This design comes from an exercise in tuning for small area, a short achievable clock period and few clock cycles on the open sky130 flow, not from production work.
RTL that was checked went through simulation tests only; none was proved equivalent to the original.

== run A ==
==> flow/design.v (excerpt) <==
module cic_seed (
    input  wire        clk,
    input  wire        rst,           
    input  wire        start,         
    input  wire [31:0] image_size,    
    output reg         ready,
    output reg         done,          
    output wire [31:0] seed,
    output wire [31:0] crc,
    output reg         img_req,
    output reg  [8:0]  img_addr,      
    input  wire        img_gnt,
    input  wire        img_rvalid,
    input  wire [63:0] img_rdata
);
For scale: ~720 cells after synthesis, roughly 0.0067 mm^2 of cells after synthesis.
export LEC_CHECK = 0
export CAP_MARGIN = 20
export CORE_MARGIN = 2
export CORE_UTILIZATION = 40
export SLEW_MARGIN = 20
create_clock -name core_clock -period 5.0 [get_ports {clk}]
standard.sh (not shown) runs the stock make flow with config.mk's settings and CLKGATE_MAP_FILE= SYNTH_SCRIPT=/design/flow/synth_recipe.tcl, a recipe that flattens the netlist after the stock synthesis.
==> flow/flow/run.sh <==
#!/bin/bash
# Own flow: the standard layout (standard.sh, unchanged ORFS steps and
# synthesis) with these changes:
#  - ORFS's scripts are copied to ./scripts and ABC's speed script replaced by
#    flow/abc.script (plain delay-oriented mapping without ABC's blanket
#    buffering and upsizing; the placer's repair sizes the critical cells);
#  - three-input XOR/XNOR cells are added to the don't-use list;
#  - the ports get a plain buffer cell;
#  - any extra ORFS variables listed in flow/vars.txt.
# Each tool's output goes to the ORFS logs under orfs/logs; make's own output
# goes to standard_make.log here.
set -euo pipefail
rm -rf scripts
cp -r "$FLOW_HOME/scripts" scripts
cp flow/abc.script scripts/abc_speed.script
PLATFORM_DONT_USE=$(sed -n '/^export DONT_USE_CELLS += /,/^$/p' "$FLOW_HOME/platforms/sky130hd/config.mk" \
    | sed 's/export DONT_USE_CELLS += //; s/\\//g' | tr -s ' \n' ' ')
EXTRA_DONT_USE="sky130_fd_sc_hd__xnor3_1 sky130_fd_sc_hd__xnor3_2 sky130_fd_sc_hd__xnor3_4 sky130_fd_sc_hd__xor3_1 sky130_fd_sc_hd__xor3_2 sky130_fd_sc_hd__xor3_4"
VARS=()
if [[ -f flow/vars.txt ]]; then
    while read -r line; do [[ -n "$line" ]] && VARS+=("$line"); done < flow/vars.txt
fi
bash standard.sh "SCRIPTS_DIR=$PWD/scripts" \
    "DONT_USE_CELLS=$PLATFORM_DONT_USE $EXTRA_DONT_USE" \
    "BUFFER_PORTS_ARGS=-buffer_cell sky130_fd_sc_hd__buf_2" \
    "${VARS[@]}" finish > standard_make.log 2>&1
==> flow/flow/abc.script <==
&get -n
&st
&dch
&nf
&put
==> flow/flow/vars.txt <==
CORE_UTILIZATION=60
PLACE_DENSITY=0.7
SETUP_SLACK_MARGIN=2.0
BUFFER_PORTS_ARGS=-buffer_cell sky130_fd_sc_hd__buf_1
CTS_BUF_LIST=sky130_fd_sc_hd__clkbuf_4 sky130_fd_sc_hd__clkbuf_8
Testbench counts of run A, summed over its fixed seeds: cycles 32,456.
The inputs of run B differ from those of run A as listed below.
--- a/flow/design.v
+++ b/flow/design.v
@@ -14,17 +14,15 @@
     input  wire [63:0] img_rdata
 );
     localparam [8:0] FIRST_WORD = 9'd8;     
     localparam [8:0] LAST_WORD  = 9'd511;   
     reg        req_on;      
     reg [1:0]  outst;       
-    reg [31:0] c;           
-    reg        first;       
-    reg        s_lo, s8, s9, s10, s11, s12, s14, s15, s18;
-    wire [31:0] cm = ~(c | {32{first}});
-    wire [31:0] x  = ~cm ^ img_rdata[31:0];
+    reg [31:0] nc;          
+    reg        ka, kb, kc;
+    wire [31:0] x  = ~nc ^ img_rdata[31:0];
     wire [31:0] dh = img_rdata[63:32];
     wire [31:0] cn;
     wire t0 = x[13] ^ x[3];
     wire t1 = x[11] ^ x[12];
     wire t2 = dh[7] ^ x[19];
     wire t3 = dh[0] ^ dh[22];
@@ -197,13 +195,22 @@
     wire take  = start & ready;
     wire grant = img_req & img_gnt;
     wire fin   = ~ready & ~req_on & (outst == 2'd0);
     wire       req_on_n = take ? (image_size[31:12] != 20'd0)
                                : req_on & ~(grant && img_addr == LAST_WORD);
     wire [1:0] outst_n  = outst + {1'b0, grant} - {1'b0, img_rvalid};
-    assign crc  = cm;
+    assign crc  = nc;
+    wire s_lo = ka | kb;                  
+    wire s8   = kb;                       
+    wire s9   = ka & kb;                  
+    wire s10  = kb & (ka | ~kc);          
+    wire s11  = ka;                       
+    wire s12  = ka | (kb & kc);           
+    wire s14  = ka & ~kb;                 
+    wire s15  = kb & ~ka;                 
+    wire s18  = ka & kb & kc;             
     assign seed = {13'd0, s18, 2'd0, s15, s14, s11, s12, s11, s10, s9, s8,
                    2'd0, {6{s_lo}}};
     always @(posedge clk) begin
         if (rst) begin
             ready   <= 1'b1;
             req_on  <= 1'b0;
@@ -215,33 +222,23 @@
             ready   <= take ? 1'b0 : (ready | fin);
             req_on  <= req_on_n;
             outst   <= outst_n;
             img_req <= req_on_n & ~outst_n[1];
         end
     end
-    wire m0 = (cm == 32'h6170A4A1);    
-    wire m1 = (cm == 32'h90BB6CB5);    
-    wire m2 = (cm == 32'h0B050EE0);    
-    wire m3 = (cm == 32'h98BC2C86);    
-    wire m4 = (cm == 32'hACC8580A);    
+    wire m0 = (nc == 32'h6170A4A1);    
+    wire m1 = (nc == 32'h90BB6CB5);    
+    wire m2 = (nc == 32'h0B050EE0);    
+    wire m3 = (nc == 32'h98BC2C86);    
+    wire m4 = (nc == 32'hACC8580A);    
     always @(posedge clk) begin
         if (take)
             img_addr <= FIRST_WORD;
         else if (grant)
             img_addr <= img_addr + 9'd1;
-        if (img_rvalid)
-            c <= cn;
-        if (take)
-            first <= 1'b1;
-        else if (img_rvalid)
-            first <= 1'b0;
-        s_lo <= m0 | m1 | m2 | m3 | m4;
-        s8   <= m0 | m1 | m3 | m4;
-        s9   <= m0 | m1;
-        s10  <= m0 | m1 | m4;
-        s11  <= m0 | m1 | m2;
-        s12  <= m0 | m1 | m2 | m3;
-        s14  <= m2;
-        s15  <= m3 | m4;
-        s18  <= m0;
+        if (img_rvalid | take)
+            nc <= ~(cn | {32{take}});
+        ka <= m0 | m1 | m2;
+        kb <= m0 | m1 | m3 | m4;
+        kc <= m0 | m3;
     end
 endmodule
==> summary.txt <==
Looking at area of all placed cells without fillers across both flows, run B is the stronger of the two, with run A trailing. Higher final critical path time including I/O delays and setup was reported by run A, not run B. Compared with run A, in run B met2 routing resource usage after global routing has decreased; total wirelength of the detailed-routed design has decreased; data required time at the worst endpoint has decreased; sequential cell area has decreased; post-route worst setup slack has increased. For run A and run B, there was not a single run that failed to finish clean. Comparing synthesized area for run A and run B, the smaller number came from run B. Run B vs. run A: worst hold margin has increased, number of distinct standard cells referenced by the synthesized netlist now larger, detailed route wirelength on metal2 has decreased, total via count after detailed routing fell 19, count of non-CTS buffers in the layout ~0 delta.
Function not checked in run B: the RTL went through the layout flow alone.

-- port drivers added, routing unchanged --
In the flow no input, the clock included, has a driving cell. The finished layouts below were timed again as built, in two steps.
Step 1: set_driving_cell puts a clkbuf_16 on clk and a buf_2 on each other input, an assumption about the parent block.
Step 2 times the ports against the registers' clock, not the clock port: input delays grow and output delays shrink by t, the midpoint of the rising clock arrivals with the driver on.
a / b / c = ideal / step 1 / step 2; a / b = the first two.
run	t, ns	setup WS [ns]	hold slack, ns	latest minus earliest clock arrival (ns)
run A	0.373	1.970 / 1.974 / 1.601	0.504 / 0.504 / 0.504	0.012 / 0.011
run B	0.346	1.998 / 2.008 / 1.663	0.519 / 0.519 / 0.519	0.011 / 0.011
After both steps setup and hold are still met in every run listed. The setup slack of run A, which loses most, moves by +0.004 ns with the drivers and by -0.369 ns with both steps.
